This is an optimization exercise on Yosys and OpenROAD, whose aim is a short achievable clock period, not a production implementation. Function was checked by simulation only, so behaviour that the tests miss may differ from the original. In runs 6 and 7 the design's own scripts or RTL, not TritonCTS, make the clock network. The clock input has no modelled driver; a real chip could not lean on it and would need a root buffer or a full tree. Power figures rest on the tool's default switching activity, not on a simulated workload.

## flow/design.v (module list and top-level ports; edited modules follow where they fit)
// module rcl57_scan_engine: 152 lines
// module rcl57_early: 498 lines
// module rcl57_hdec: 54 lines
// module rcl57_rdmux: 20 lines
// module rcl57_dec3: 7 lines
// module rcl57_ao8: 12 lines
// module rcl57_next: 214 lines
// module rcl57_grp: 43 lines
// module rcl57_exf: 67 lines
// module rcl57_tsel: 18 lines
// module rcl57_pset: 14 lines
// module rcl57_inv: 1 lines
// module rcl57_nand2: 1 lines
// module rcl57_nand3: 1 lines
// module rcl57_nand4: 1 lines
// module rcl57_nor2: 1 lines
// module rcl57_nor3: 1 lines
// module rcl57_nor4: 1 lines
// module rcl57_a21oi: 1 lines
// module rcl57_wreg: 13 lines
// module rcl57_legal: 20 lines
// module rcl57_errc: 17 lines
// module rcl57_eres: 16 lines
// module rcl57_digit: 61 lines
module rcl57_scan_engine (
    input  wire        clk,
    input  wire        rst,           
    input  wire        tick,          
    input  wire        host_we,       
    input  wire [7:0]  host_addr,
    input  wire [7:0]  host_wdata,
    output reg  [7:0]  host_rdata,    
    input  wire [4:0]  col_in,        
    output reg  [7:0]  seg_en,        
    output reg  [15:0] drv_sr,        
    output reg  [15:0] drv_out,       
    output reg         ddl,           
    output reg         trate          
);
  // ...
==> flow/run.sh <==
#!/bin/bash
# synth_recipe.tcl (not shown) runs the flow's synth.tcl, then flattens the netlist and writes it again
# the make line also repeats each setting of config.mk as NAME=value (left out here)
make -C /OpenROAD-flow-scripts/flow DESIGN_CONFIG=/design/flow/config.mk WORK_HOME=/design/flow/orfs CLKGATE_MAP_FILE= SYNTH_SCRIPT=/design/flow/synth_recipe.tcl finish
==> flow/config.mk <==
export PLATFORM = sky130hd
export DESIGN_NAME = rcl57_scan_engine
export DESIGN_NICKNAME = rcl57_scan_engine
export VERILOG_FILES = /design/flow/design.v
export SDC_FILE = /design/flow/constraint.sdc
export NUM_CORES = 4
export LEC_CHECK = 0
export CAP_MARGIN = 20
export CORE_MARGIN = 2
export CORE_UTILIZATION = 40
export SETUP_SLACK_MARGIN = 5
export SLEW_MARGIN = 20
export SYNTH_HIERARCHICAL = 1
export SYNTH_MINIMUM_KEEP_SIZE = 0
==> flow/constraint.sdc <==
create_clock -name core_clock -period 7.5 [get_ports {clk}]
set_input_delay 1.5000 -clock core_clock [delete_from_list [all_inputs] [get_ports {clk}]]
set_output_delay 1.5000 -clock core_clock [all_outputs]
set_load 0.01 [all_outputs]
==> metrics.md, run 1 <==
| Metric | Value |
|---|---|
| Tapcells inserted | `1890` |
| Top reg by flops | `dbuf` |
| Largest class | `multi-input combinational cells` |
| Met1 routing resource usage after global routing | `0.384` |
| Met1 Wirelength | `91200 µm` |
| Number of gates resized after CTS | `960` |
| Worst voltage drop across the vdd grid | `0.176 mV` |
| PwrDens | `143 mW/mm²` |
| Final Wtd Congestion | `0.983` |
| Post-synthesis cell area | `0.0568 mm²` |
| Number of iterations in the first detailed-routing pass | `10` |
| Top-level I/O count | `75` |
| Crit share post-route | `0.437` |
| Register-to-register setup slack | `4.22 ns` |
| Final min period | `3.28 ns` |
| Inserted Diodes | `6` |
| Buffering overhead | `0.118` |
| Overall die width | `381 µm` |
| Number of I/O port buffers | `74` |
| Final net count | `7296` |
| Outcome | `complete, no violations` |
| Std cell rows | `138` |
| Clock transition at the registers of the reported paths | `0.07 ns` |
| Antenna violations before repair | `13` |
| First-pass GRT wire length | `336000 µm` |
| DRC | `0` |
| P_comb | `2.26 mW` |
| Timing startpoint of the critical path | `cur_op[0]$_DFF_P_` |
| Proportion of cell area occupied by registers | `0.182` |
| Worst rel slew slack | `0.0920` |
| Routed Wire Length | `241000 µm` |
| Clk power | `3.92 mW` |
| Data arrival time at the worst-slack endpoint | `3.83 ns` |
| Depth of the most critical reg-to-reg path | `10` |
==> module rcl57_pset, before the edit <==
module rcl57_pset (
    input  wire       rst,
    input  wire       host_we,
    input  wire [7:0] host_addr,
    input  wire [7:0] host_wdata,
    input  wire       busy,
    input  wire       imm_zero,
    input  wire       imm_hz,
    output wire       y
);
    wire legal;
    rcl57_legal u_l (.host_wdata(host_wdata), .imm_zero(imm_zero), .imm_hz(imm_hz), .legal(legal));
    assign y = host_we && !rst && busy && (host_addr == 8'h21) && legal;
endmodule
==> module rcl57_legal, before the edit <==
module rcl57_legal (
    input  wire [7:0] host_wdata,
    input  wire       imm_zero,
    input  wire       imm_hz,
    output reg        legal
);
    wire [3:0] op  = host_wdata[7:4];
    wire       lo0 = (host_wdata[3:0] == 4'd0);
    wire       b3  = !host_wdata[3];
    always @* begin
        case (op)
            4'h1:                      legal = b3;
            4'h2, 4'h3, 4'h8:          legal = lo0;
            4'h4, 4'h5:                legal = b3 && imm_zero;
            4'h6:                      legal = b3 && imm_hz;
            4'h7, 4'h9, 4'hA, 4'hB:    legal = lo0 && imm_zero;
            default:                   legal = 1'b0;
        endcase
    end
endmodule
==> run 2, diff against run 1 <==
--- a/flow/design.v
+++ b/flow/design.v
@@ -1093,9 +1093,15 @@
     input  wire       imm_hz,
     output wire       y
 );
-    wire legal;
+    wire legal, ln, p1, p2, q1, q2, nrst;
     rcl57_legal u_l (.host_wdata(host_wdata), .imm_zero(imm_zero), .imm_hz(imm_hz), .legal(legal));
-    assign y = host_we && !rst && busy && (host_addr == 8'h21) && legal;
+    rcl57_inv   i_r  (.a(rst), .y(nrst));
+    rcl57_nor4  n_p1 (.a(host_addr[1]), .b(host_addr[2]), .c(host_addr[3]), .d(host_addr[4]), .y(p1));
+    rcl57_nor2  n_p2 (.a(host_addr[6]), .b(host_addr[7]), .y(p2));
+    rcl57_nand4 n_q1 (.a(p1), .b(p2), .c(host_addr[0]), .d(host_addr[5]), .y(q1));
+    rcl57_nand3 n_q2 (.a(host_we), .b(nrst), .c(busy), .y(q2));
+    rcl57_inv   i_l  (.a(legal), .y(ln));
+    rcl57_nor3  n_y  (.a(q1), .b(q2), .c(ln), .y(y));
 endmodule
 module rcl57_inv   (input wire a, output wire y);                   assign y = ~a;              endmodule
 module rcl57_nand2 (input wire a, b, output wire y);                assign y = ~(a & b);        endmodule
@@ -1122,22 +1128,26 @@
     input  wire [7:0] host_wdata,
     input  wire       imm_zero,
     input  wire       imm_hz,
-    output reg        legal
+    output wire       legal
 );
-    wire [3:0] op  = host_wdata[7:4];
-    wire       lo0 = (host_wdata[3:0] == 4'd0);
-    wire       b3  = !host_wdata[3];
-    always @* begin
-        case (op)
-            4'h1:                      legal = b3;
-            4'h2, 4'h3, 4'h8:          legal = lo0;
-            4'h4, 4'h5:                legal = b3 && imm_zero;
-            4'h6:                      legal = b3 && imm_hz;
-            4'h7, 4'h9, 4'hA, 4'hB:    legal = lo0 && imm_zero;
-            default:                   legal = 1'b0;
-        endcase
-    end
+    wire x, y, lo0, b3;
+    rcl57_legxy u_xy (.op(host_wdata[7:4]), .imm_zero(imm_zero), .imm_hz(imm_hz), .x(x), .y(y));
+    rcl57_nor4  n_lo (.a(host_wdata[0]), .b(host_wdata[1]), .c(host_wdata[2]), .d(host_wdata[3]), .y(lo0));
+    rcl57_inv   i_b3 (.a(host_wdata[3]), .y(b3));
+    rcl57_a22o  a_l  (.a1(b3), .a2(x), .b1(lo0), .b2(y), .y(legal));
 endmodule
+module rcl57_legxy (
+    input  wire [3:0] op,
+    input  wire       imm_zero,
+    input  wire       imm_hz,
+    output wire       x,
+    output wire       y
+);
+    assign x = (op == 4'h1) || ((op == 4'h4 || op == 4'h5) && imm_zero) || (op == 4'h6 && imm_hz);
+    assign y = (op == 4'h2 || op == 4'h3 || op == 4'h8) ||
+               ((op == 4'h7 || op == 4'h9 || op == 4'hA || op == 4'hB) && imm_zero);
+endmodule
+module rcl57_a22o (input wire a1, a2, b1, b2, output wire y); assign y = (a1 & a2) | (b1 & b2); endmodule
 module rcl57_errc (
     input  wire       rst,
     input  wire       host_we,
--- a/flow/config.mk
+++ b/flow/config.mk
@@ -7,7 +7,8 @@
 export LEC_CHECK = 0
 export CAP_MARGIN = 20
 export CORE_MARGIN = 2
-export CORE_UTILIZATION = 40
+export CORE_UTILIZATION = 50
+export PLACE_DENSITY = 0.65
 export SETUP_SLACK_MARGIN = 5
 export SLEW_MARGIN = 20
 export SYNTH_HIERARCHICAL = 1
==> run 2 against run 1 <==
Still clean; design area is 0.65% higher; sequential power hardly changed; sequential share of layout area is 0.11 points lower; die area is 20% lower; clock skew is 0.0085 ns lower; total power is 0.42% higher; wire length is 1.3% lower; flip-flop and latch count stayed put; non-clock buffer count is 47 higher; largest cell class unchanged.
==> metrics.md, run 2 <==
| Metric | Value |
|---|---|
| Biggest fanout along the worst timing path | `4 (was 3)` |
| Worst voltage drop across the vdd grid | `0.176 mV (about the same)` |
| Flip-flop count of the largest register, all copies and words added | `128 (unchanged)` |
| Number of max-slew violations in the final report | `0 (unchanged)` |
| Area delta synth->final | `20.8% (was 20.0%)` |
| Routed Wire Length | `238000 µm (was 241000 µm)` |
| Later-pin clock latency in the skew report | `0.69 ns (was 0.71 ns)` |
| Hold Crit Endpoint | `cmd_op[6]$_DFF_P_ (was cmd_op[5]$_DFF_P_)` |
| DP Wirelength | `137000 µm (was 140000 µm)` |
| PwrDens | `143 mW/mm² (about the same)` |
| Fillers | `9276 (was 13200)` |
| Start point of the worst hold path | `cmd_op[6]$_DFF_P_ (was cmd_op[5]$_DFF_P_)` |
| Worst rel slew slack | `0.393 (was 0.0920)` |
| Number of I/O port buffers | `74 (unchanged)` |
| FF/Latch Area | `0.0124 mm² (about the same)` |
| Max Clock Freq | `333 MHz (was 305 MHz)` |
| Number of non-filler instances in the completed layout | `8684 (was 9052)` |
| Crit Reg-Reg Endpoint | `host_rdata[6]$_DFF_P_ (was pm[0]$_DFF_P_)` |
| Outcome | `complete, no violations (unchanged)` |
| Die Height | `341 µm (was 381 µm)` |
| Std cell rows | `123 (was 138)` |
| Mean instance size in the synthesized netlist | `8.02 µm² (was 7.98 µm²)` |
| Largest net degree at the start of global routing | `81 (was 88)` |
| First-pass GRT wire length | `324000 µm (was 336000 µm)` |
| Registers with the highest flip-flop counts | `dbuf: 128 flops, pat: 96 flops, raw: 40 flops (unchanged)` |
| Min-Delay Path Class | `register to register (unchanged)` |
| Final min period | `3.00 ns (was 3.28 ns)` |
| Final Hold Violating Endpoints | `0 (unchanged)` |
| Antenna violation net count after detailed routing | `0 (unchanged)` |
| Clock transition at the registers of the reported paths | `0.07 ns (about the same)` |
| Top-level I/O count | `75 (unchanged)` |
| Slew at the pin with the worst max-slew slack | `0.901 ns (was 1.34 ns)` |
| Via count of the first global-routing pass | `50700 (was 51300)` |
| Type of origin of the critical path | `register (unchanged)` |
| Static leakage | `26.8 nW (was 26.6 nW)` |
| WS Path Type | `register to register (unchanged)` |
| Count of max-cap constraint violations | `0 (unchanged)` |
| Kind of capture point of the worst setup path | `register (unchanged)` |
| Area occupied by multi-input gates | `0.0411 mm² (was 0.0410 mm²)` |
| Top reg by flops | `dbuf (unchanged)` |
| Count of clock tree sinks | `600 (unchanged)` |
| Commonest non-fill, non-tap cell in the layout | `sky130_fd_sc_hd__conb_1 (unchanged)` |
| Overall power of the completed layout | `9.80 mW (was 9.76 mW)` |
| Global-route congestion overflow total | `0 (unchanged)` |
| Maximum clock path buffer count | `3 (unchanged)` |
| Post-route setup TNS | `0 ns (unchanged)` |
| Cells on Worst Hold Path | `2 (unchanged)` |
| Detailed Route Iter0 Violations | `9270 (was 8926)` |
| Setup violation total in the final timing report | `0 (unchanged)` |
| Worst Setup Slack post-DPL | `3.08 ns (was 2.89 ns)` |
| Ratio of routed vias to standard cells | `6.65 (was 6.30)` |
| Final net count | `7315 (was 7296)` |
| Root buf cell | `sky130_fd_sc_hd__clkbuf_16 (unchanged)` |
| Setup repair after global routing missed its margin | `yes (unchanged)` |
| Number of iterations in the first detailed-routing pass | `10 (unchanged)` |
| Average routed wire per standard cell | `27.4 µm (was 26.6 µm)` |
| Required time at the worst-slack endpoint | `7.98 ns (was 8.05 ns)` |
| Clock tree from TritonCTS | `done (unchanged)` |
| Antenna violations before repair | `12 (was 13)` |
| Launching point of the worst reg2reg path | `rl_col[3]$_DFF_P_ (was cur_op[0]$_DFF_P_)` |
| Ratio of cells with drive above 1 in the final layout | `0.296 (was 0.297)` |
| Overall die width | `341 µm (was 381 µm)` |
| Count of synthesis-stage warnings from yosys | `42 (was 43)` |
| DRC | `0 (unchanged)` |
| Die area | `0.116 mm² (was 0.145 mm²)` |
| Leading cell types in the layout, fill and taps excluded | `sky130_fd_sc_hd__conb_1, sky130_fd_sc_hd__dfxtp_1, sky130_fd_sc_hd__nor2_1, sky130_fd_sc_hd__inv_1, sky130_fd_sc_hd__a21oi_1 (was sky130_fd_sc_hd__conb_1, sky130_fd_sc_hd__dfxtp_1, sky130_fd_sc_hd__nor2_1, sky130_fd_sc_hd__inv_1, sky130_fd_sc_hd__nand2_1)` |
| Layout Skew | `0.0354 ns (was 0.0440 ns)` |
| Crit path setup slack, layout | `4.50 ns (was 4.22 ns)` |
| Initial Utilization | `0.505 (was 0.402)` |
| Final Wtd Congestion | `1.02 (was 0.983)` |
| Crit share post-route | `0.401 (was 0.437)` |
| Max H-tree Level | `3 (unchanged)` |
| Post-synthesis cell area | `0.0568 mm² (about the same)` |
| Number of standard cells after synthesis | `7080 (was 7117)` |
| Data arrival time at the worst-slack endpoint | `3.48 ns (was 3.83 ns)` |
| Depth of the most critical reg-to-reg path | `9 (was 10)` |
| CTS buffer count | `74 (was 73)` |
| Core ar. | `0.112 mm² (was 0.141 mm²)` |
| Total number of vias | `57700 (was 57000)` |
| Total track usage | `0.362 (was 0.300)` |
| Placed cells | `8036 (was 8454)` |
| Register-to-register setup slack | `4.50 ns (was 4.22 ns)` |
| Hold buffer count at cts | `0 (unchanged)` |
[run 2: cell count changes in the layout (fill, tap and decap cells not counted), moves of 33 or more]
cell                      previous run  this run
sky130_fd_sc_hd__o21ai_0           164       208
sky130_fd_sc_hd__mux2_4             71       104
sky130_fd_sc_hd__a21oi_2            90        50
sky130_fd_sc_hd__a22oi_1           318       266
sky130_fd_sc_hd__a21oi_1           332       379
sky130_fd_sc_hd__mux2_2            151       116
[run 2: what timing repair did]
item / CTS / global route
pin swaps: 184 / 303
setup buffers: 214 / 183
resized for setup: 932 / 745
cloned: 51 / 57
endpoints found under the setup margin: 582 / 456
[run 2: area by class of cell]
| cell class | instances | area share |
|---|---|---|
| well taps | 1500 | 0.0274 |
| diodes | 7 | 0.000255 |
| repair buffers | 671 | 0.129 |
| inverters | 439 | 0.0251 |
| multi-input cells | 5331 | 0.599 |
| flip-flops and latches | 600 | 0.181 |
| clock buffers | 94 | 0.0292 |
| clock inverters | 42 | 0.00891 |
[run 2: worst max-delay path: stages (launching register included)]
cell                       delay, ns
sky130_fd_sc_hd__dfxtp_1        0.32
sky130_fd_sc_hd__or4_4          0.56
sky130_fd_sc_hd__a211oi_2       0.21
sky130_fd_sc_hd__a21oi_1        0.07
sky130_fd_sc_hd__o221a_2        0.34
sky130_fd_sc_hd__nand2b_4       0.19
sky130_fd_sc_hd__a22oi_2        0.20
sky130_fd_sc_hd__nand4_1        0.14
sky130_fd_sc_hd__a22oi_2        0.45
sky130_fd_sc_hd__nand4_1        0.31
[run 2: worst max-delay path by stage]
stage / start / endpoint / slack (ns) / cells past startpoint
after floorplan: host_addr[2] / drv_sr[10]$_DFF_P_ / 4.69 / 7
after global placement: host_addr[2] / host_rdata[6]$_DFF_P_ / 3.10 / 7
after detailed placement: host_wdata[2] / sc_acc[2]$_DFF_P_ / 3.08 / 8
after CTS: pend_word[14]$_DFF_P_ / drv_sr[11]$_DFF_P_ / 4.72 / 8
after global routing: rl_col[3]$_DFF_P_ / host_rdata[6]$_DFF_P_ / 4.58 / 9
final: rl_col[3]$_DFF_P_ / host_rdata[6]$_DFF_P_ / 4.50 / 9
[run 2: per-stage QoR]
| step | utilization | cell area [µm²] | hold slack [ns] |
|---|---|---|---|
| 2_1_floorplan | - | 59200 | 0.449 |
| 3_3_place_gp | 0.482 | 54200 | 0.459 |
| 3_5_place_dp | 0.482 | 54200 | 0.464 |
| 4_1_cts | 0.560 | 63000 | 0.475 |
| 5_1_grt | 0.609 | 68500 | 0.492 |
| 6_report | 0.609 | 68600 | 0.480 |
[run 2: layer usage]
layer,vias up,wire length [µm],track usage,part of all wire
li1,25000,-,-,-
met2,4305,98400,0.533,0.41
met1,27200,85900,0.453,0.36
met3,1236,31400,0.0982,0.13
met5,-,98,0,0.00041
met4,12,21900,0.264,0.092
[run 2: power breakdown]
| group | switching, mW | total [mW] | leakage, nW | internal [mW] |
|---|---|---|---|---|
| Sequential | 0.250 | 3.58 | 4.95 | 3.33 |
| Combinational | 1.31 | 2.23 | 20.6 | 0.917 |
| Clock | 1.64 | 3.99 | 1.26 | 2.35 |
| Total | 3.20 | 9.80 | 26.8 | 6.60 |
==> run 3, diff against run 2 <==
--- a/flow/config.mk
+++ b/flow/config.mk
@@ -5,11 +5,11 @@
 export SDC_FILE = /design/flow/constraint.sdc
 export NUM_CORES = 4
 export LEC_CHECK = 0
-export CAP_MARGIN = 20
+export CAP_MARGIN = 50
 export CORE_MARGIN = 2
 export CORE_UTILIZATION = 50
 export PLACE_DENSITY = 0.65
 export SETUP_SLACK_MARGIN = 5
-export SLEW_MARGIN = 20
+export SLEW_MARGIN = 70
 export SYNTH_HIERARCHICAL = 1
 export SYNTH_MINIMUM_KEEP_SIZE = 0
==> run 3 against run 2 <==
Still clean on timing, DRC and antenna; hold slack lost 0.0013 ns; combinational power grew 9%; total power grew 1.0%; flip-flop and latch count is the same; global-route usage grew 2.2 points; sequential power is essentially flat; critical endpoint unchanged.
==> metrics.md, run 3 <==
| Metric | Value |
|---|---|
| Ratio of cells with drive above 1 in the final layout | `0.335 (was 0.296)` |
| Total number of vias | `60200 (was 57700)` |
| Final Wtd Congestion | `1.02 (unchanged)` |
| PwrDens | `137 mW/mm² (was 143 mW/mm²)` |
| Area occupied by multi-input gates | `0.0420 mm² (was 0.0411 mm²)` |
| Crit path setup slack, layout | `4.47 ns (was 4.50 ns)` |
| Ratio of routed vias to standard cells | `6.78 (was 6.65)` |
| Registers with the highest flip-flop counts | `dbuf: 128 flops, pat: 96 flops, raw: 40 flops (unchanged)` |
| Min Hold Slack | `0.479 ns (was 0.480 ns)` |
| Final Hold Violating Endpoints | `0 (unchanged)` |
| Total track usage | `0.384 (was 0.362)` |
| Slew at the pin with the worst max-slew slack | `0.595 ns (was 0.901 ns)` |
| Number of max-slew violations in the final report | `0 (unchanged)` |
| Layout Skew | `0.0431 ns (was 0.0354 ns)` |
| Die area | `0.116 mm² (unchanged)` |
| Largest net degree at the start of global routing | `76 (was 81)` |
| Die Height | `341 µm (unchanged)` |
| Max incr delay on CP | `0.55 ns (was 0.56 ns)` |
| DP Wirelength | `142000 µm (was 137000 µm)` |
| Std cell rows | `123 (unchanged)` |
| CP Buf/Inv Count | `0 (unchanged)` |
| Count of synthesis-stage warnings from yosys | `42 (unchanged)` |
| Worst rel slew slack | `0.603 (was 0.393)` |
| Core ar. | `0.112 mm² (unchanged)` |
| Detailed Route Iter0 Violations | `10800 (was 9270)` |
| Antenna violation net count after detailed routing | `0 (unchanged)` |
| Overall die width | `341 µm (unchanged)` |
| Launching point of the worst reg2reg path | `rl_col[3]$_DFF_P_ (unchanged)` |
| Overall power of the completed layout | `9.91 mW (was 9.80 mW)` |
| Final std cell area, no fill | `0.0722 mm² (was 0.0686 mm²)` |
| Placed cells | `8120 (was 8036)` |
| Share of power burned in the clock network | `0.391 (was 0.407)` |
| Global-route congestion overflow total | `0 (unchanged)` |
| Util after Layout | `0.642 (was 0.609)` |
| Top-level I/O count | `75 (unchanged)` |
| Placed inst area | `0.0565 mm² (was 0.0542 mm²)` |
| Static leakage | `28.5 nW (was 26.8 nW)` |
| Cell breakdown of the critical path | `or4_4, a211oi_2, a21oi_1, o221a_2, nand2b_4, a22oi_2, nand4_1, a22oi_2, nand4_1 (unchanged)` |
| Count of max-cap constraint violations | `0 (unchanged)` |
| Flip-flop count of the largest register, all copies and words added | `128 (unchanged)` |
| Root buf cell | `sky130_fd_sc_hd__clkbuf_16 (unchanged)` |
| Maximum clock path buffer count | `3 (unchanged)` |
| Average routed wire per standard cell | `28.4 µm (was 27.4 µm)` |
| Number of iterations in the first detailed-routing pass | `14 (was 10)` |
| FF/Latch Area | `0.0124 mm² (about the same)` |
| CTS buffer count | `75 (was 74)` |
| Clock transition at the registers of the reported paths | `0.07 ns (about the same)` |
| Fillers | `8600 (was 9276)` |
| Antenna violations before repair | `15 (was 12)` |
| Top reg by flops | `dbuf (unchanged)` |
| Post-synthesis cell area | `0.0568 mm² (unchanged)` |
| Initial Utilization | `0.505 (unchanged)` |
| Dominant delay contributor by cell family on the critical path | `compound AO/OA/AOI/OAI gates (unchanged)` |
| Worst Setup Slack post-DPL | `3.49 ns (was 3.08 ns)` |
| Post-route setup TNS | `0 ns (unchanged)` |
| DRC | `0 (unchanged)` |
| Total internal power | `6.61 mW (was 6.60 mW)` |
| Required time at the worst-slack endpoint | `7.96 ns (was 7.98 ns)` |
| Later-pin clock latency in the skew report | `0.69 ns (about the same)` |
| Final net count | `7506 (was 7315)` |
| Clock tree from TritonCTS | `done (unchanged)` |
| Biggest fanout along the worst timing path | `3 (was 4)` |
| Routed Wire Length | `252000 µm (was 238000 µm)` |
| Count of clock tree sinks | `600 (unchanged)` |
| Leading cell types in the layout, fill and taps excluded | `sky130_fd_sc_hd__conb_1, sky130_fd_sc_hd__dfxtp_1, sky130_fd_sc_hd__nor2_1, sky130_fd_sc_hd__inv_1, sky130_fd_sc_hd__a21oi_1 (unchanged)` |
| Worst voltage drop across the vdd grid | `0.172 mV (was 0.176 mV)` |
| Start point of the worst hold path | `cmd_op[1]$_DFF_P_ (was cmd_op[6]$_DFF_P_)` |
| Via count of the first global-routing pass | `53300 (was 50700)` |
| Number of standard cells after synthesis | `7080 (unchanged)` |
| WS Path Type | `register to register (unchanged)` |
| Mean instance size in the synthesized netlist | `8.02 µm² (unchanged)` |
| Min-Delay Path Class | `register to register (unchanged)` |
| Type of origin of the critical path | `register (unchanged)` |
| Setup violation total in the final timing report | `0 (unchanged)` |
| Timing startpoint of the critical path | `rl_col[3]$_DFF_P_ (unchanged)` |
| Logic gate share of total power | `0.246 (was 0.227)` |
| CP max stage cell | `sky130_fd_sc_hd__or4_4 (unchanged)` |
| Hold buffer count at cts | `0 (unchanged)` |
| Area delta synth->final | `27.3% (was 20.8%)` |
| Net Switching | `3.29 mW (was 3.20 mW)` |
| Number of non-filler instances in the completed layout | `8875 (was 8684)` |
| Setup repair after global routing missed its margin | `yes (unchanged)` |
| First-pass GRT wire length | `344000 µm (was 324000 µm)` |
| Crit share post-route | `0.405 (was 0.401)` |
| Number of I/O port buffers | `74 (unchanged)` |
| Commonest non-fill, non-tap cell in the layout | `sky130_fd_sc_hd__conb_1 (unchanged)` |
| Max Clock Freq | `330 MHz (was 333 MHz)` |
| Proportion of power drawn by flip-flops and latches | `0.363 (was 0.365)` |
| Max H-tree Level | `3 (unchanged)` |
| Data arrival time at the worst-slack endpoint | `3.49 ns (was 3.48 ns)` |
| Share of total power consumed by net switching | `0.332 (was 0.326)` |
| Kind of capture point of the worst setup path | `register (unchanged)` |
| Outcome | `complete, no violations (unchanged)` |
| Final min period | `3.03 ns (was 3.00 ns)` |
[run 3: final cells by class]
class / instances / area share
Timing Repair Buffer: 863 / 0.161
Sequential cell: 600 / 0.172
Inverter: 439 / 0.0241
Multi-Input combinational cell: 5329 / 0.582
Antenna cell: 9 / 0.000312
Tap cell: 1500 / 0.0260
Clock inverter: 34 / 0.00580
Clock buffer: 101 / 0.0294
[run 3: final timing paths]
check / cells after the start / slack (ns) / endpoint
setup / recovery: 9 / 4.47 / host_rdata[6]$_DFF_P_
hold / removal: 2 / 0.48 / cmd_op[1]$_DFF_P_
setup reg to reg: 9 / 4.47 / host_rdata[6]$_DFF_P_
hold reg to reg: 2 / 0.48 / cmd_op[1]$_DFF_P_
[run 3: power by group through the flow]
stage	Combinational (mW)	Sequential, mW	Clock, mW
2_1_floorplan	1.38	3.50	0
3_3_place_gp	1.57	3.63	0
3_5_place_dp	1.67	3.64	0
4_1_cts	2.06	3.57	3.87
5_1_grt	2.53	3.60	3.99
6_report	2.43	3.60	3.88
[run 3: timing repair]
item,in CTS,in global routing
endpoints found under the hold margin,0,0
pin swaps,300,366
setup endpoints to repair,557,528
buffers inserted,302,175
cloned,96,33
resized for setup,1031,745
[run 3: worst reg2reg max path: stages (launching register included)]
cell and delay (ns):
sky130_fd_sc_hd__dfxtp_2 0.32, sky130_fd_sc_hd__or4_4 0.55, sky130_fd_sc_hd__a211oi_2 0.21, sky130_fd_sc_hd__a21oi_1 0.06, sky130_fd_sc_hd__o221a_2 0.33, sky130_fd_sc_hd__nand2b_4 0.19, sky130_fd_sc_hd__a22oi_2 0.23, sky130_fd_sc_hd__nand4_1 0.14
sky130_fd_sc_hd__a22oi_2 0.45, sky130_fd_sc_hd__nand4_1 0.32
[run 3: metal layers]
layer | track usage | wire length [µm] | vias to the layer above | share of wire
li1 | - | - | 25400 | -
met1 | 0.464 | 87700 | 28300 | 0.35
met2 | 0.563 | 103000 | 4903 | 0.41
met3 | 0.127 | 35800 | 1647 | 0.14
met4 | 0.294 | 25600 | 16 | 0.10
met5 | 0.00817 | 200 | - | 0.00079
==> run 4, diff against run 3 <==
--- a/flow/config.mk
+++ b/flow/config.mk
@@ -7,8 +7,7 @@
 export LEC_CHECK = 0
 export CAP_MARGIN = 50
 export CORE_MARGIN = 2
-export CORE_UTILIZATION = 50
-export PLACE_DENSITY = 0.65
+export CORE_UTILIZATION = 40
 export SETUP_SLACK_MARGIN = 5
 export SLEW_MARGIN = 70
 export SYNTH_HIERARCHICAL = 1
==> run 4 against run 3 <==
Synthesized cell count is the same; worst setup slack improved by 0.11 ns; area after synthesis did not move; clock skew shrank 0.012 ns; still clean; sequential share of layout area increased by 0.067 points; total power fell by 0.70%.
==> metrics.md, run 4 <==
| Metric | Value |
|---|---|
| Layout Skew | `0.0316 ns (was 0.0431 ns)` |
| Leading cell types in the layout, fill and taps excluded | `sky130_fd_sc_hd__conb_1, sky130_fd_sc_hd__nor2_1, sky130_fd_sc_hd__dfxtp_1, sky130_fd_sc_hd__inv_1, sky130_fd_sc_hd__a21oi_1 (was sky130_fd_sc_hd__conb_1, sky130_fd_sc_hd__dfxtp_1, sky130_fd_sc_hd__nor2_1, sky130_fd_sc_hd__inv_1, sky130_fd_sc_hd__a21oi_1)` |
| Overall die width | `381 µm (was 341 µm)` |
| First-pass GRT wire length | `332000 µm (was 344000 µm)` |
| Clock tree from TritonCTS | `done (unchanged)` |
| Commonest non-fill, non-tap cell in the layout | `sky130_fd_sc_hd__conb_1 (unchanged)` |
| Start point of the worst hold path | `cmd_op[0]$_DFF_P_ (was cmd_op[1]$_DFF_P_)` |
| Final Wtd Congestion | `0.971 (was 1.02)` |
| Clock transition at the registers of the reported paths | `0.07 ns (about the same)` |
| DRC | `0 (unchanged)` |
| Worst rel slew slack | `0.596 (was 0.603)` |
| Ratio of cells with drive above 1 in the final layout | `0.337 (was 0.335)` |
| Slew at the pin with the worst max-slew slack | `0.591 ns (was 0.595 ns)` |
| Placed cells | `8518 (was 8120)` |
| PwrDens | `137 mW/mm² (about the same)` |
| Biggest fanout along the worst timing path | `7 (was 3)` |
| Type of origin of the critical path | `register (unchanged)` |
| Logic gate share of total power | `0.244 (was 0.246)` |
| Count of clock tree sinks | `600 (unchanged)` |
| Number of standard cells after synthesis | `7080 (unchanged)` |
| Antenna violations before repair | `8 (was 15)` |
| Die Height | `381 µm (was 341 µm)` |
| WS Path Type | `register to register (unchanged)` |
| Depth of the most critical reg-to-reg path | `11 (was 9)` |
| Crit share post-route | `0.390 (was 0.405)` |
| Flip-flop count of the largest register, all copies and words added | `128 (unchanged)` |
| Area occupied by multi-input gates | `0.0421 mm² (was 0.0420 mm²)` |
| CTS buffer count | `74 (was 75)` |
| Count of synthesis-stage warnings from yosys | `42 (unchanged)` |
| Number of max-slew violations in the final report | `0 (unchanged)` |
| Routed Wire Length | `240000 µm (was 252000 µm)` |
| Top reg by flops | `dbuf (unchanged)` |
| Die area | `0.145 mm² (was 0.116 mm²)` |
| Core ar. | `0.141 mm² (was 0.112 mm²)` |
| Setup repair after global routing missed its margin | `yes (unchanged)` |
| Ratio of routed vias to standard cells | `6.26 (was 6.78)` |
| Largest net degree at the start of global routing | `62 (was 76)` |
| FF/Latch Area | `0.0124 mm² (about the same)` |
| Maximum clock path buffer count | `3 (unchanged)` |
| Cells on Worst Hold Path | `2 (unchanged)` |
| Share of power burned in the clock network | `0.392 (was 0.391)` |
| Total number of vias | `57700 (was 60200)` |
| Setup violation total in the final timing report | `0 (unchanged)` |
| Required time at the worst-slack endpoint | `8.06 ns (was 7.96 ns)` |
| Detailed Route Iter0 Violations | `8337 (was 10800)` |
| Fillers | `12800 (was 8600)` |
| Initial Utilization | `0.402 (was 0.505)` |
| Later-pin clock latency in the skew report | `0.70 ns (was 0.69 ns)` |
| Net Switching | `3.23 mW (was 3.29 mW)` |
| Worst voltage drop across the vdd grid | `0.150 mV (was 0.172 mV)` |
| Average routed wire per standard cell | `26.1 µm (was 28.4 µm)` |
| Total track usage | `0.295 (was 0.384)` |
| Area delta synth->final | `26.7% (was 27.3%)` |
| Antenna violation net count after detailed routing | `0 (unchanged)` |
| Total internal power | `6.61 mW (about the same)` |
| Max Clock Freq | `342 MHz (was 330 MHz)` |
| Global-route congestion overflow total | `0 (unchanged)` |
| Post-route setup TNS | `0 ns (unchanged)` |
| Static leakage | `28.1 nW (was 28.5 nW)` |
| Post-synthesis cell area | `0.0568 mm² (unchanged)` |
| Number of iterations in the first detailed-routing pass | `10 (was 14)` |
| Share of total power consumed by net switching | `0.329 (was 0.332)` |
| Root buf cell | `sky130_fd_sc_hd__clkbuf_16 (unchanged)` |
| Min-Delay Path Class | `register to register (unchanged)` |
| Kind of capture point of the worst setup path | `register (unchanged)` |
| Final Hold Violating Endpoints | `0 (unchanged)` |
| Via count of the first global-routing pass | `51000 (was 53300)` |
| Final net count | `7461 (was 7506)` |
| Launching point of the worst reg2reg path | `seq[0]$_DFF_P_ (was rl_col[3]$_DFF_P_)` |
| Outcome | `complete, no violations (unchanged)` |
| Top-level I/O count | `75 (unchanged)` |
| Register-to-register setup slack | `4.58 ns (was 4.47 ns)` |
| Mean instance size in the synthesized netlist | `8.02 µm² (unchanged)` |
| Std cell rows | `138 (was 123)` |
| Count of max-cap constraint violations | `0 (unchanged)` |
| Crit Reg-Reg Endpoint | `drv_sr[14]$_DFF_P_ (was host_rdata[6]$_DFF_P_)` |
| Max H-tree Level | `3 (unchanged)` |
| DP Wirelength | `146000 µm (was 142000 µm)` |
| Proportion of power drawn by flip-flops and latches | `0.364 (was 0.363)` |
| Number of I/O port buffers | `74 (unchanged)` |
| Number of non-filler instances in the completed layout | `9215 (was 8875)` |
| Final min period | `2.92 ns (was 3.03 ns)` |
| Hold Crit Endpoint | `cmd_op[0]$_DFF_P_ (was cmd_op[1]$_DFF_P_)` |
| Registers with the highest flip-flop counts | `dbuf: 128 flops, pat: 96 flops, raw: 40 flops (unchanged)` |
| Data arrival time at the worst-slack endpoint | `3.48 ns (was 3.49 ns)` |
[run 4: worst max path at each step]
stage,from,end,depth (start not counted)
after CTS,cur_op[0]$_DFF_P_,drv_sr[6]$_DFF_P_,11
after floorplan,host_addr[2],drv_sr[10]$_DFF_P_,7
after detailed placement,host_addr[4],seg_en_i[3]$_DFF_P_,10
after global placement,host_addr[4],ph_tick[1]$_DFF_P_,8
final,seq[0]$_DFF_P_,drv_sr[14]$_DFF_P_,11
after global routing,cur_op[1]$_DFF_P_,drv_sr[5]$_DFF_P_,11
[run 4: layout make-up]
type / instances / area share
multi-input cells: 5331 / 0.585
well taps: 1890 / 0.0329
clock inverters: 38 / 0.00607
flip-flops and latches: 600 / 0.173
diodes: 5 / 0.000174
repair buffers: 817 / 0.149
clock buffers: 95 / 0.0291
inverters: 439 / 0.0244
[run 4: metrics by stage]
step                setup slack (ns)  hold slack, ns  utilization  instance area [µm²]  power (mW)
detailed placement              3.49           0.466        0.404                57000        5.31
finish                          4.58           0.478        0.509                71900        9.84
global placement                3.16           0.458        0.387                54700        5.20
floorplan                       4.69           0.449            -                59200        4.89
global route                    4.51           0.503        0.509                71900        10.1
CTS                             4.63           0.475        0.467                66000        9.46
[run 4: layer usage]
| layer | up-vias | share of wire | GRT usage |
|---|---|---|---|
| met5 | - | 0.00023 | 0 |
| met4 | 10 | 0.069 | 0.168 |
| met3 | 890 | 0.12 | 0.0752 |
| met2 | 3695 | 0.43 | 0.447 |
| met1 | 27800 | 0.39 | 0.381 |
| li1 | 25300 | - | - |
[run 4: timing repair]
item,4_1_cts,5_1_grt
cloned,67,43
pin swaps,212,350
buffers inserted,234,198
gates resized for setup,917,748
setup endpoints to repair,558,508
hold buffers,0,0
[run 4: worst max-delay path, cell delays in order, from the launching register on]
cell and delay (ns):
sky130_fd_sc_hd__dfxtp_4 0.38, sky130_fd_sc_hd__inv_4 0.05, sky130_fd_sc_hd__ha_4 0.26, sky130_fd_sc_hd__nor3b_4 0.23, sky130_fd_sc_hd__buf_4 0.16, sky130_fd_sc_hd__a21bo_4 0.25
sky130_fd_sc_hd__a21oi_4 0.25, sky130_fd_sc_hd__a21oi_4 0.14, sky130_fd_sc_hd__o21a_4 0.28, sky130_fd_sc_hd__a221o_1 0.35, sky130_fd_sc_hd__a222oi_1 0.33, sky130_fd_sc_hd__o21ai_1 0.11
[run 4: power by group through the flow]
stage | Sequential, mW | Combinational (mW) | Clock [mW]
after floorplan | 3.50 | 1.38 | 0
after global placement | 3.62 | 1.58 | 0
after detailed placement | 3.63 | 1.68 | 0
after CTS | 3.56 | 2.03 | 3.87
after global routing | 3.59 | 2.53 | 3.99
final | 3.58 | 2.40 | 3.85
==> run 5, diff against run 4 <==
--- a/flow/config.mk
+++ b/flow/config.mk
@@ -5,10 +5,10 @@
 export SDC_FILE = /design/flow/constraint.sdc
 export NUM_CORES = 4
 export LEC_CHECK = 0
-export CAP_MARGIN = 50
+export CAP_MARGIN = 75
 export CORE_MARGIN = 2
 export CORE_UTILIZATION = 40
 export SETUP_SLACK_MARGIN = 5
-export SLEW_MARGIN = 70
+export SLEW_MARGIN = 90
 export SYNTH_HIERARCHICAL = 1
 export SYNTH_MINIMUM_KEEP_SIZE = 0
==> run 5 against run 4 <==
Synthesized cell count unchanged; area after synthesis stayed put; the run now fails in 5_1_grt.
==> metrics.md, run 5 <==
| Metric | Value |
|---|---|
| Number of standard cells after synthesis | `7080 (unchanged)` |
| Overall die width | `381 µm (unchanged)` |
| Top-level I/O count | `75 (unchanged)` |
| Global-route congestion overflow total | `4758` |
| DP Wirelength | `297000 µm (was 146000 µm)` |
| Number of I/O port buffers | `74 (unchanged)` |
| Worst Setup Slack post-DPL | `-12.11 ns (was 3.49 ns)` |
| Via count of the first global-routing pass | `114000` |
| First logged error message | `[ERROR GRT-0116] Global routing finished with congestion. Check the congestion regions in the DRC Viewer.` |
| Final Wtd Congestion | `0.971 (unchanged)` |
| Root buf cell | `sky130_fd_sc_hd__clkbuf_16 (unchanged)` |
| Maximum clock path buffer count | `3 (unchanged)` |
| Die Height | `381 µm (unchanged)` |
| Fail Step | `5_1_grt` |
| Max H-tree Level | `3 (unchanged)` |
| CTS buffer count | `77 (was 74)` |
| Count of synthesis-stage warnings from yosys | `42 (unchanged)` |
| Initial Utilization | `0.402 (unchanged)` |
| First-pass GRT wire length | `973000 µm` |
| Std cell rows | `138 (unchanged)` |
| Mean instance size in the synthesized netlist | `8.02 µm² (unchanged)` |
| Outcome | `aborted with a tool error (was complete, no violations)` |
| Total track usage | `0.904` |
| Hold buffer count at cts | `0 (unchanged)` |
| Post-synthesis cell area | `0.0568 mm² (unchanged)` |
| Largest net degree at the start of global routing | `22` |
run 5: metrics by stage:
| step | instances | area (µm²) | setup TNS (ns) | util |
|---|---|---|---|---|
| 3_3_place_gp | 8428 | 54700 | 0 | 0.387 |
| 3_5_place_dp | 12200 | 106000 | -259.83 | 0.751 |
| 4_1_cts | 12500 | 111000 | 0 | 0.783 |
| 2_1_floorplan | 7584 | 59200 | 0 | - |
run 5: power groups by stage:
stage               combinational (mW)  clock (mW)  sequential [mW]
CTS                               4.51        4.27             3.54
detailed placement                4.27           0             3.60
global placement                  1.58           0             3.62
floorplan                         1.38           0             3.50
run 5: what timing repair did:
item	in CTS
cloned	1
endpoints found under the setup margin	596
pin swaps	81
gates resized for setup	1472
setup buffers	138
endpoints found under the hold margin	0
run 5: per-layer routing:
metal,track usage,GRT overflow
met1,0.866,344
met2,1.01,2842
met3,0.839,297
met4,0.922,1237
met5,0.731,38
run 5: worst min path at each step:
| stage | from | endpoint | slack, ns | cells past startpoint |
|---|---|---|---|---|
| after floorplan | cmd_op[0]$_DFF_P_ | cmd_op[0]$_DFF_P_ | 0.45 | 2 |
| after global placement | cmd_op[2]$_DFF_P_ | cmd_op[2]$_DFF_P_ | 0.46 | 2 |
| after detailed placement | dbuf[113]$_DFF_P_ | dbuf[113]$_DFF_P_ | 0.48 | 1 |
| after CTS | dbuf[96]$_DFF_P_ | dbuf[96]$_DFF_P_ | 0.50 | 1 |
==> run 6, diff against run 5 <==
==> flow/flow/run.sh (new file) <==
#!/bin/bash
# The standard layout, with one change: after CTS the clock tree is
# replaced by a two-level tree (flow/tree.tcl, run as ORFS's POST_CTS_TCL
# hook): the clock port drives 4 root buffers, each root drives the leaf
# buffers of its region, each leaf drives about 16 flip-flops. The rest of
# the flow (global route with its timing repair, detailed route, finish) is
# the standard one. The make output goes to standard_flow.log here; each
# ORFS step keeps its own log under orfs/logs.
set -euo pipefail
here=$(pwd)
export POST_CTS_TCL="$here/flow/tree.tcl"
bash standard.sh > "$here/standard_flow.log" 2>&1
==> flow/flow/tree.tcl (new file) <==
# Two-level clock tree: the clock port drives NROOT root buffers, each root
# drives the leaf buffers of its region, each leaf drives about LEAF_SINKS
# flip-flops. Replaces the tree clock_tree_synthesis built (run as the
# POST_CTS hook, before the CTS stage writes its result).
set block [ord::get_db_block]
set db [ord::get_db]
set bufm [$db findMaster sky130_fd_sc_hd__clkbuf_16]
set NROOT 4
set LEAF_SINKS 16
set clknet [$block findNet clk]

# remove the tree built so far: every cell reached from the clock port
# through cells other than flip-flops (buffers, inverters, dummy loads)
set sinks {}
set old_insts {}
set old_nets {}
set seen [dict create]
set todo [list $clknet]
while {[llength $todo] > 0} {
  set net [lindex $todo 0]
  set todo [lrange $todo 1 end]
  foreach it [$net getITerms] {
    if {![$it isInputSignal]} { continue }
    set inst [$it getInst]
    if {[$inst findITerm CLK] ne "NULL"} { lappend sinks $it; continue }
    set iname [$inst getName]
    if {[dict exists $seen $iname]} { continue }
    dict set seen $iname 1
    lappend old_insts $inst
    foreach ot [$inst getITerms] {
      if {[$ot isOutputSignal] && [$ot getNet] ne "NULL"} {
        lappend old_nets [$ot getNet]
        lappend todo [$ot getNet]
      }
    }
  }
}
foreach it $sinks { $it disconnect }
foreach inst $old_insts {
  foreach it [$inst getITerms] { if {[$it getNet] ne "NULL"} { $it disconnect } }
  odb::dbInst_destroy $inst
}
foreach net $old_nets {
  if {[llength [$net getITerms]] == 0 && [llength [$net getBTerms]] == 0} { odb::dbNet_destroy $net }
}
puts "tree: removed [llength $old_insts] cells, [llength $sinks] sinks"

proc center {inst} {
  set b [$inst getBBox]
  return [list [expr {([$b xMin] + [$b xMax]) / 2}] [expr {([$b yMin] + [$b yMax]) / 2}]]
}

# k-means on points {x y}; returns the cluster of each point
proc kmeans {pts k iters {cap 0}} {
  set n [llength $pts]
  # seeds: points spread along the order of x+y
  set order [lsort -integer -indices [lmap p $pts {expr {[lindex $p 0] + [lindex $p 1]}}]]
  set cent {}
  for {set c 0} {$c < $k} {incr c} {
    lappend cent [lindex $pts [lindex $order [expr {int(($c + 0.5) * $n / $k)}]]]
  }
  set asg [lrepeat $n 0]
  for {set it 0} {$it < $iters} {incr it} {
    # each point to its nearest centroid with room (points nearest to a
    # centroid choose first)
    set cand {}
    set i 0
    foreach p $pts {
      set c 0
      foreach q $cent {
        set dx [expr {double([lindex $p 0] - [lindex $q 0])}]
        set dy [expr {double([lindex $p 1] - [lindex $q 1])}]
        lappend cand [list [expr {$dx*$dx + $dy*$dy}] $i $c]
        incr c
      }
      incr i
    }
    set cand [lsort -real -index 0 $cand]
    set asg [lrepeat $n -1]
    set fill [lrepeat $k 0]
    set left $n
    foreach e $cand {
      lassign $e d i c
      if {[lindex $asg $i] >= 0} { continue }
      if {$cap > 0 && [lindex $fill $c] >= $cap} { continue }
      lset asg $i $c
      lset fill $c [expr {[lindex $fill $c] + 1}]
      incr left -1
      if {$left == 0} { break }
    }
    set sx [lrepeat $k 0.0]; set sy [lrepeat $k 0.0]; set cnt [lrepeat $k 0]
    foreach p $pts a $asg {
      lset sx $a [expr {[lindex $sx $a] + [lindex $p 0]}]
      lset sy $a [expr {[lindex $sy $a] + [lindex $p 1]}]
      lset cnt $a [expr {[lindex $cnt $a] + 1}]
    }
    set nc {}
    for {set c 0} {$c < $k} {incr c} {
      if {[lindex $cnt $c] > 0} {
        lappend nc [list [expr {int([lindex $sx $c] / [lindex $cnt $c])}] [expr {int([lindex $sy $c] / [lindex $cnt $c])}]]
      } else {
        lappend nc [lindex $cent $c]
      }
    }
    set cent $nc
  }
  return [list $asg $cent]
}

# leaves
set pts [lmap it $sinks {center [$it getInst]}]
set nleaf [expr {int(ceil(double([llength $sinks]) / $LEAF_SINKS))}]
set cap [expr {int(ceil(double([llength $sinks]) / $nleaf)) + 2}]
lassign [kmeans $pts $nleaf 20 $cap] asg cent
set leaves {}
for {set c 0} {$c < $nleaf} {incr c} {
  set inst [odb::dbInst_create $block $bufm "ctree_leaf_$c"]
  lassign [lindex $cent $c] x y
  $inst setLocation $x $y
  $inst setPlacementStatus PLACED
  set net [odb::dbNet_create $block "ctree_leaf_net_$c"]
  $net setSigType CLOCK
  [$inst findITerm X] connect $net
  lappend leaves $inst
  set lnet($c) $net
}
foreach it $sinks a $asg {
  if {[$it getNet] ne "NULL"} { $it disconnect }
  $it connect $lnet($a)
}
# roots
set lpts [lmap inst $leaves {center $inst}]
lassign [kmeans $lpts $NROOT 20 [expr {int(ceil(double($nleaf) / $NROOT)) + 1}]] lasg rcent
for {set r 0} {$r < $NROOT} {incr r} {
  set inst [odb::dbInst_create $block $bufm "ctree_root_$r"]
  lassign [lindex $rcent $r] x y
  $inst setLocation $x $y
  $inst setPlacementStatus PLACED
  set net [odb::dbNet_create $block "ctree_root_net_$r"]
  $net setSigType CLOCK
  [$inst findITerm X] connect $net
  [$inst findITerm A] connect $clknet
  set rnet($r) $net
}
foreach inst $leaves a $lasg {
  [$inst findITerm A] connect $rnet($a)
}
puts "tree: $nleaf leaves, $NROOT roots"
detailed_placement
check_placement -verbose
==> flow/standard.sh (new file) <==
#!/bin/bash
# synth_recipe.tcl (not shown) runs the flow's synth.tcl, then flattens the netlist and writes it again
# the make line also repeats each setting of config.mk as NAME=value (left out here)
make -C /OpenROAD-flow-scripts/flow DESIGN_CONFIG=/design/flow/config.mk WORK_HOME=/design/flow/orfs CLKGATE_MAP_FILE= SYNTH_SCRIPT=/design/flow/synth_recipe.tcl "${@:-finish}"
--- a/flow/config.mk
+++ b/flow/config.mk
@@ -5,10 +5,10 @@
 export SDC_FILE = /design/flow/constraint.sdc
 export NUM_CORES = 4
 export LEC_CHECK = 0
-export CAP_MARGIN = 75
+export CAP_MARGIN = 20
 export CORE_MARGIN = 2
 export CORE_UTILIZATION = 40
 export SETUP_SLACK_MARGIN = 5
-export SLEW_MARGIN = 90
+export SLEW_MARGIN = 20
 export SYNTH_HIERARCHICAL = 1
 export SYNTH_MINIMUM_KEEP_SIZE = 0
removed: flow/run.sh
==> run 6 against run 5 <==
Area after synthesis unchanged; synthesized cell count unchanged; the run now finishes clean.
==> metrics.md, run 6 <==
| Metric | Value |
|---|---|
| Total number of vias | `56600` |
| Leading cell types in the layout, fill and taps excluded | `sky130_fd_sc_hd__dfxtp_1, sky130_fd_sc_hd__conb_1, sky130_fd_sc_hd__nor2_1, sky130_fd_sc_hd__inv_1, sky130_fd_sc_hd__a21oi_1` |
| Number of iterations in the first detailed-routing pass | `9` |
| Die area | `0.145 mm²` |
| Share of total power consumed by net switching | `0.341` |
| Layout Skew | `0.0766 ns` |
| Max incr delay on CP | `0.35 ns` |
| Average routed wire per standard cell | `26.4 µm` |
| Std cell rows | `138 (unchanged)` |
| Final min period | `3.28 ns` |
| Antenna violations before repair | `12` |
| Global-route congestion overflow total | `0` |
| Data arrival time at the worst-slack endpoint | `3.55 ns` |
| Top reg by flops | `dbuf` |
| Critical path's most frequent cell | `sky130_fd_sc_hd__buf_6` |
| Final Hold Violating Endpoints | `0` |
| Total track usage | `0.284` |
| Net Switching | `2.71 mW` |
| Count of clock tree sinks | `600` |
| First-pass GRT wire length | `321000 µm` |
| Start point of the worst hold path | `cmd_op[0]$_DFF_P_` |
| Share of power burned in the clock network | `0.273` |
| Area delta synth->final | `19.2%` |
| Mean instance size in the synthesized netlist | `8.02 µm² (unchanged)` |
| End point of the critical path | `drv_sr[11]$_DFF_P_` |
| Proportion of power drawn by flip-flops and latches | `0.449` |
| PwrDens | `117 mW/mm²` |
| Largest net degree at the start of global routing | `131` |
| Later-pin clock latency in the skew report | `0.45 ns` |
| Timing startpoint of the critical path | `host_wdata[3]` |
| Register-to-register setup slack | `4.60 ns` |
| Crit Reg-Reg Endpoint | `drv_sr[0]$_DFF_P_` |
| DRC | `0` |
| Setup repair after global routing missed its margin | `yes` |
| Static leakage | `26.4 nW` |
| Detailed Route Iter0 Violations | `8405` |
| Number of standard cells after synthesis | `7080 (unchanged)` |
| Biggest fanout along the worst timing path | `74` |
| Final Wtd Congestion | `0.971 (unchanged)` |
| Number of non-filler instances in the completed layout | `9018` |
| Clock transition at the registers of the reported paths | `0.08 ns` |
| Worst voltage drop across the vdd grid | `0.179 mV` |
| Core ar. | `0.141 mm²` |
| Slew at the pin with the worst max-slew slack | `0.823 ns` |
| Commonest non-fill, non-tap cell in the layout | `sky130_fd_sc_hd__dfxtp_1` |
| Overall die width | `381 µm (unchanged)` |
| Flip-flop count of the largest register, all copies and words added | `128` |
| Count of synthesis-stage warnings from yosys | `42 (unchanged)` |
| Ratio of cells with drive above 1 in the final layout | `0.285` |
| Crit path setup slack, layout | `4.22 ns` |
| Number of max-slew violations in the final report | `0` |
| Depth of the most critical reg-to-reg path | `11` |
| Post-route setup TNS | `0 ns` |
| Overall power of the completed layout | `7.94 mW` |
| Kind of capture point of the worst setup path | `register` |
| Logic gate share of total power | `0.278` |
| Min-Delay Path Class | `register to register` |
| Ratio of routed vias to standard cells | `6.27` |
| Type of origin of the critical path | `primary input` |
| Top-level I/O count | `75 (unchanged)` |
| DP Wirelength | `142000 µm (was 297000 µm)` |
| Placed cells | `8431 (was 12200)` |
| Via count of the first global-routing pass | `49400` |
| Post-synthesis cell area | `0.0568 mm² (unchanged)` |
| Launching point of the worst reg2reg path | `cmd_imm[0]$_DFF_P_` |
| Required time at the worst-slack endpoint | `7.77 ns` |
| WS Path Type | `primary input to register` |
| Die Height | `381 µm (unchanged)` |
| Worst Setup Slack post-DPL | `3.11 ns (was -12.11 ns)` |
| Count of max-cap constraint violations | `0` |
| Cells on Worst Hold Path | `2` |
| Final net count | `7321` |
| CP max stage cell | `sky130_fd_sc_hd__a222oi_1` |
| Number of I/O port buffers | `74 (unchanged)` |
| Setup violation total in the final timing report | `0` |
| Routed Wire Length | `238000 µm` |
| Crit share post-route | `0.437` |
| Cell breakdown of the critical path | `buf_16, nor3_2, nand4_1, buf_6, nor3_4, nor4_4, buf_6, a222oi_1, o21ai_1` |
| Antenna violation net count after detailed routing | `0` |
| Registers with the highest flip-flop counts | `dbuf: 128 flops, pat: 96 flops, raw: 40 flops` |
| Max Clock Freq | `305 MHz` |
| Outcome | `complete, no violations (was aborted with a tool error)` |
| Initial Utilization | `0.402 (unchanged)` |
| Worst rel slew slack | `0.451` |
| Total internal power | `5.23 mW` |
-- run 6: worst min-delay path by stage --
stage	end
after global placement	cmd_op[2]$_DFF_P_
after detailed placement	cmd_op[0]$_DFF_P_
after global routing	dbuf[127]$_DFF_P_
after floorplan	cmd_op[0]$_DFF_P_
final	cmd_op[0]$_DFF_P_
-- run 6: routing by layer --
| metal | part of all wire | vias up | track usage |
|---|---|---|---|
| li1 | - | 25000 | - |
| met4 | 0.071 | 8 | 0.156 |
| met1 | 0.39 | 27100 | 0.374 |
| met2 | 0.42 | 3638 | 0.434 |
| met3 | 0.12 | 850 | 0.0592 |
| met5 | 0.00021 | - | 0 |
-- run 6: critical path: cells and delay by family --
kind,cells,cell delay [ns]
compound gates,2,0.47
buf+inv,3,0.48
simple gates,4,0.85
-- run 6: area by class of cell --
type / instances / area (µm²)
diodes: 7 / 17.5
flip-flops and latches: 600 / 12400
plain buffers: 42 / 1050
multi-input cells: 5331 / 40600
fillers: 13300 / 73600
well taps: 1890 / 2360
repair buffers: 709 / 9550
inverters: 439 / 1680
-- run 6: power by group through the flow --
stage / clock network, mW / registers, mW / logic, mW
3_3_place_gp: 0 / 3.62 / 1.58
6_report: 2.17 / 3.57 / 2.20
5_1_grt: 2.28 / 3.58 / 2.32
2_1_floorplan: 0 / 3.50 / 1.38
3_5_place_dp: 0 / 3.63 / 1.59
-- run 6: per-stage QoR --
step                hold WS [ns]  instance area [µm²]   util
finish                     0.483                67700  0.479
global route               0.504                67700  0.479
detailed placement         0.469                54700  0.388
global placement           0.458                54700  0.387
floorplan                  0.449                59200      -
==> run 7, diff against run 6 <==
--- a/flow/config.mk
+++ b/flow/config.mk
@@ -5,10 +5,10 @@
 export SDC_FILE = /design/flow/constraint.sdc
 export NUM_CORES = 4
 export LEC_CHECK = 0
-export CAP_MARGIN = 20
+export CAP_MARGIN = 50
 export CORE_MARGIN = 2
 export CORE_UTILIZATION = 40
 export SETUP_SLACK_MARGIN = 5
-export SLEW_MARGIN = 20
+export SLEW_MARGIN = 70
 export SYNTH_HIERARCHICAL = 1
 export SYNTH_MINIMUM_KEEP_SIZE = 0
==> run 7 against run 6 <==
Clock power hardly changed; core utilization is 3.0 points higher; critical path type unchanged; largest power group unchanged; still clean on timing, DRC and antenna; synthesized cell count stayed put; highest routed layer unchanged; hold slack better by 0.0087 ns; via count is 3.2% higher; worst setup slack better by 0.079 ns.
==> metrics.md, run 7 <==
| Metric | Value |
|---|---|
| Die area | `0.145 mm² (unchanged)` |
| Worst Setup Slack post-DPL | `3.49 ns (was 3.11 ns)` |
| Start point of the worst hold path | `cmd_op[3]$_DFF_P_ (was cmd_op[0]$_DFF_P_)` |
| First-pass GRT wire length | `330000 µm (was 321000 µm)` |
| Placed cells | `8518 (was 8431)` |
| Detailed Route Iter0 Violations | `8518 (was 8405)` |
| Slew at the pin with the worst max-slew slack | `0.534 ns (was 0.823 ns)` |
| Number of iterations in the first detailed-routing pass | `9 (unchanged)` |
| Overall power of the completed layout | `8.26 mW (was 7.94 mW)` |
| WS Path Type | `primary input to register (unchanged)` |
| Clock transition at the registers of the reported paths | `0.09 ns (was 0.08 ns)` |
| Global-route congestion overflow total | `0 (unchanged)` |
| Cell breakdown of the critical path | `buf_16, buf_16, buf_4, buf_12, buf_12, and4b_4, a22oi_1, buf_2, nand4_1, a22oi_2, nand4_1 (was buf_16, nor3_2, nand4_1, buf_6, nor3_4, nor4_4, buf_6, a222oi_1, o21ai_1)` |
| Total track usage | `0.293 (was 0.284)` |
| Crit share post-route | `0.427 (was 0.437)` |
| CP Buf/Inv Count | `6 (was 3)` |
| Ratio of cells with drive above 1 in the final layout | `0.333 (was 0.285)` |
| Min-Delay Path Class | `register to register (unchanged)` |
| CP max stage cell | `sky130_fd_sc_hd__buf_2 (was sky130_fd_sc_hd__a222oi_1)` |
| Count of clock tree sinks | `600 (unchanged)` |
| Number of standard cells after synthesis | `7080 (unchanged)` |
| Worst rel slew slack | `0.644 (was 0.451)` |
| Final net count | `7545 (was 7321)` |
| Flip-flop count of the largest register, all copies and words added | `128 (unchanged)` |
| Worst voltage drop across the vdd grid | `0.154 mV (was 0.179 mV)` |
| Type of origin of the critical path | `primary input (unchanged)` |
| Std cell rows | `138 (unchanged)` |
| Cells on Worst Hold Path | `2 (unchanged)` |
| Count of max-cap constraint violations | `0 (unchanged)` |
| Leading cell types in the layout, fill and taps excluded | `sky130_fd_sc_hd__conb_1, sky130_fd_sc_hd__nor2_1, sky130_fd_sc_hd__dfxtp_1, sky130_fd_sc_hd__inv_1, sky130_fd_sc_hd__buf_4 (was sky130_fd_sc_hd__dfxtp_1, sky130_fd_sc_hd__conb_1, sky130_fd_sc_hd__nor2_1, sky130_fd_sc_hd__inv_1, sky130_fd_sc_hd__a21oi_1)` |
| Final min period | `3.20 ns (was 3.28 ns)` |
| Dominant delay contributor by cell family on the critical path | `buffers and inverters (was simple AND/OR/NAND/NOR gates)` |
| Kind of capture point of the worst setup path | `register (unchanged)` |
| Depth of the most critical reg-to-reg path | `11 (unchanged)` |
| Ratio of routed vias to standard cells | `6.32 (was 6.27)` |
| Static leakage | `28.2 nW (was 26.4 nW)` |
| Number of I/O port buffers | `74 (unchanged)` |
| PwrDens | `115 mW/mm² (was 117 mW/mm²)` |
| Final Hold Violating Endpoints | `0 (unchanged)` |
| Post-synthesis cell area | `0.0568 mm² (unchanged)` |
| Top reg by flops | `dbuf (unchanged)` |
| DRC | `0 (unchanged)` |
| Mean instance size in the synthesized netlist | `8.02 µm² (unchanged)` |
| Routed Wire Length | `246000 µm (was 238000 µm)` |
| Antenna violations before repair | `9 (was 12)` |
| Util after Layout | `0.509 (was 0.479)` |
| Crit path setup slack, layout | `4.30 ns (was 4.22 ns)` |
| Hold Crit Endpoint | `cmd_op[3]$_DFF_P_ (was cmd_op[0]$_DFF_P_)` |
| Max Clock Freq | `313 MHz (was 305 MHz)` |
| Core ar. | `0.141 mm² (unchanged)` |
| Commonest non-fill, non-tap cell in the layout | `sky130_fd_sc_hd__conb_1 (was sky130_fd_sc_hd__dfxtp_1)` |
| Count of synthesis-stage warnings from yosys | `42 (unchanged)` |
| Average routed wire per standard cell | `26.6 µm (was 26.4 µm)` |
| Setup violation total in the final timing report | `0 (unchanged)` |
| Overall die width | `381 µm (unchanged)` |
| Layout Skew | `0.0673 ns (was 0.0766 ns)` |
| Total number of vias | `58400 (was 56600)` |
| Biggest fanout along the worst timing path | `8 (was 74)` |
| Registers with the highest flip-flop counts | `dbuf: 128 flops, pat: 96 flops, raw: 40 flops (unchanged)` |
| Initial Utilization | `0.402 (unchanged)` |
| Data arrival time at the worst-slack endpoint | `3.48 ns (was 3.55 ns)` |
| Outcome | `complete, no violations (unchanged)` |
| Fillers | `12700 (was 13300)` |
| Number of non-filler instances in the completed layout | `9239 (was 9018)` |
| Register-to-register setup slack | `4.52 ns (was 4.60 ns)` |
| Final Wtd Congestion | `0.971 (unchanged)` |
| DP Wirelength | `146000 µm (was 142000 µm)` |
| Largest net degree at the start of global routing | `62 (was 131)` |
| Top-level I/O count | `75 (unchanged)` |
| Die Height | `381 µm (unchanged)` |
| Setup repair after global routing missed its margin | `yes (unchanged)` |
| Crit Reg-Reg Endpoint | `drv_sr[14]$_DFF_P_ (was drv_sr[0]$_DFF_P_)` |
| Area delta synth->final | `26.8% (was 19.2%)` |
| Max incr delay on CP | `0.28 ns (was 0.35 ns)` |
| Via count of the first global-routing pass | `50700 (was 49400)` |
| Antenna violation net count after detailed routing | `0 (unchanged)` |
| Required time at the worst-slack endpoint | `7.78 ns (was 7.77 ns)` |
| Post-route setup TNS | `0 ns (unchanged)` |
| Number of max-slew violations in the final report | `0 (unchanged)` |
| Later-pin clock latency in the skew report | `0.46 ns (was 0.45 ns)` |
| Launching point of the worst reg2reg path | `seq[0]$_DFF_P_ (was cmd_imm[0]$_DFF_P_)` |
## run 7: area by class of cell
type                            instances  area, µm²  share of cell area
Tap cell                             1890       2360              0.0329
Inverter                              439       1760              0.0244
Sequential cell                       600      12400               0.173
Buffer                                 42       1050              0.0146
Timing Repair Buffer                  933      12200               0.170
Antenna cell                            4       10.0            0.000139
Multi-Input combinational cell       5331      42100               0.586
## run 7: worst max path at each step
stage / start / to / depth (start not counted)
after floorplan: host_addr[2] / drv_sr[10]$_DFF_P_ / 7
final: host_addr[1] / host_rdata[0]$_DFF_P_ / 11
after global placement: host_addr[4] / ph_tick[1]$_DFF_P_ / 8
after global routing: host_wdata[1] / drv_sr[3]$_DFF_P_ / 10
after detailed placement: host_addr[4] / seg_en_i[3]$_DFF_P_ / 10
## run 7: per-stage QoR
step / hold WS (ns) / area, µm²
global route: 0.511 / 72000
finish: 0.492 / 72000
global placement: 0.458 / 54700
detailed placement: 0.466 / 57000
floorplan: 0.449 / 59200
## run 7: worst reg2reg max path: cells and delay by family (launching register included)
family	cells	cell delay, ns
buffers and inverters	2	0.21
AOI/OAI and AO/OA	7	1.76
DFF	1	0.39
and+or+nand+nor	1	0.23
adders and majority gates	1	0.26
## run 7: power breakdown
part           switching [mW]  internal [mW]  total [mW]
sequential              0.249           3.33        3.58
combinational            1.40           1.09        2.49
clock                    1.20          0.992        2.19
## run 7: routing by layer
metal,up-vias,track usage,wire length (µm)
li1,25400,-,-
met1,28000,0.381,94000
met2,3924,0.443,104000
met3,1000,0.0669,29900
met4,14,0.168,18400
met5,-,0,180

separate check: timing with driven ports:
The results above use ideal ports. As a check the final layouts listed here were re-extracted and re-timed, cells and wires unchanged. Step 1 assumes that a clkbuf_16 drives the clock port and a buf_2 every other input. Step 2 moves the port delays by t, midway between the first and last clock arrival at a register: inputs arrive t later, outputs are due t later. That takes back most of the time a late clock gives input paths. Slacks: no drivers / after step 1 / after step 2; pairs: no drivers / after step 1.
run	t (ns)	slack for setup (ns)	worst hold slack (ns)
run 1	0.766	4.220 / 4.220 / 3.551	0.476 / 0.476 / 0.476
run 2	0.751	4.496 / 4.225 / 3.474	0.480 / 0.480 / 0.480
run 3	0.744	4.466 / 4.201 / 3.458	0.479 / 0.479 / 0.479
run 4	0.772	4.577 / 4.517 / 3.745	0.478 / 0.478 / 0.478
run 6	0.596	4.222 / 4.326 / 3.730	0.483 / 0.483 / 0.483
run 7	0.601	4.301 / 4.326 / 3.725	0.492 / 0.492 / 0.492
After both steps setup and hold are still met in every run listed. For run 2, which loses most, drivers alone change the setup slack by -0.271 ns; drivers and shift together by -1.022 ns.
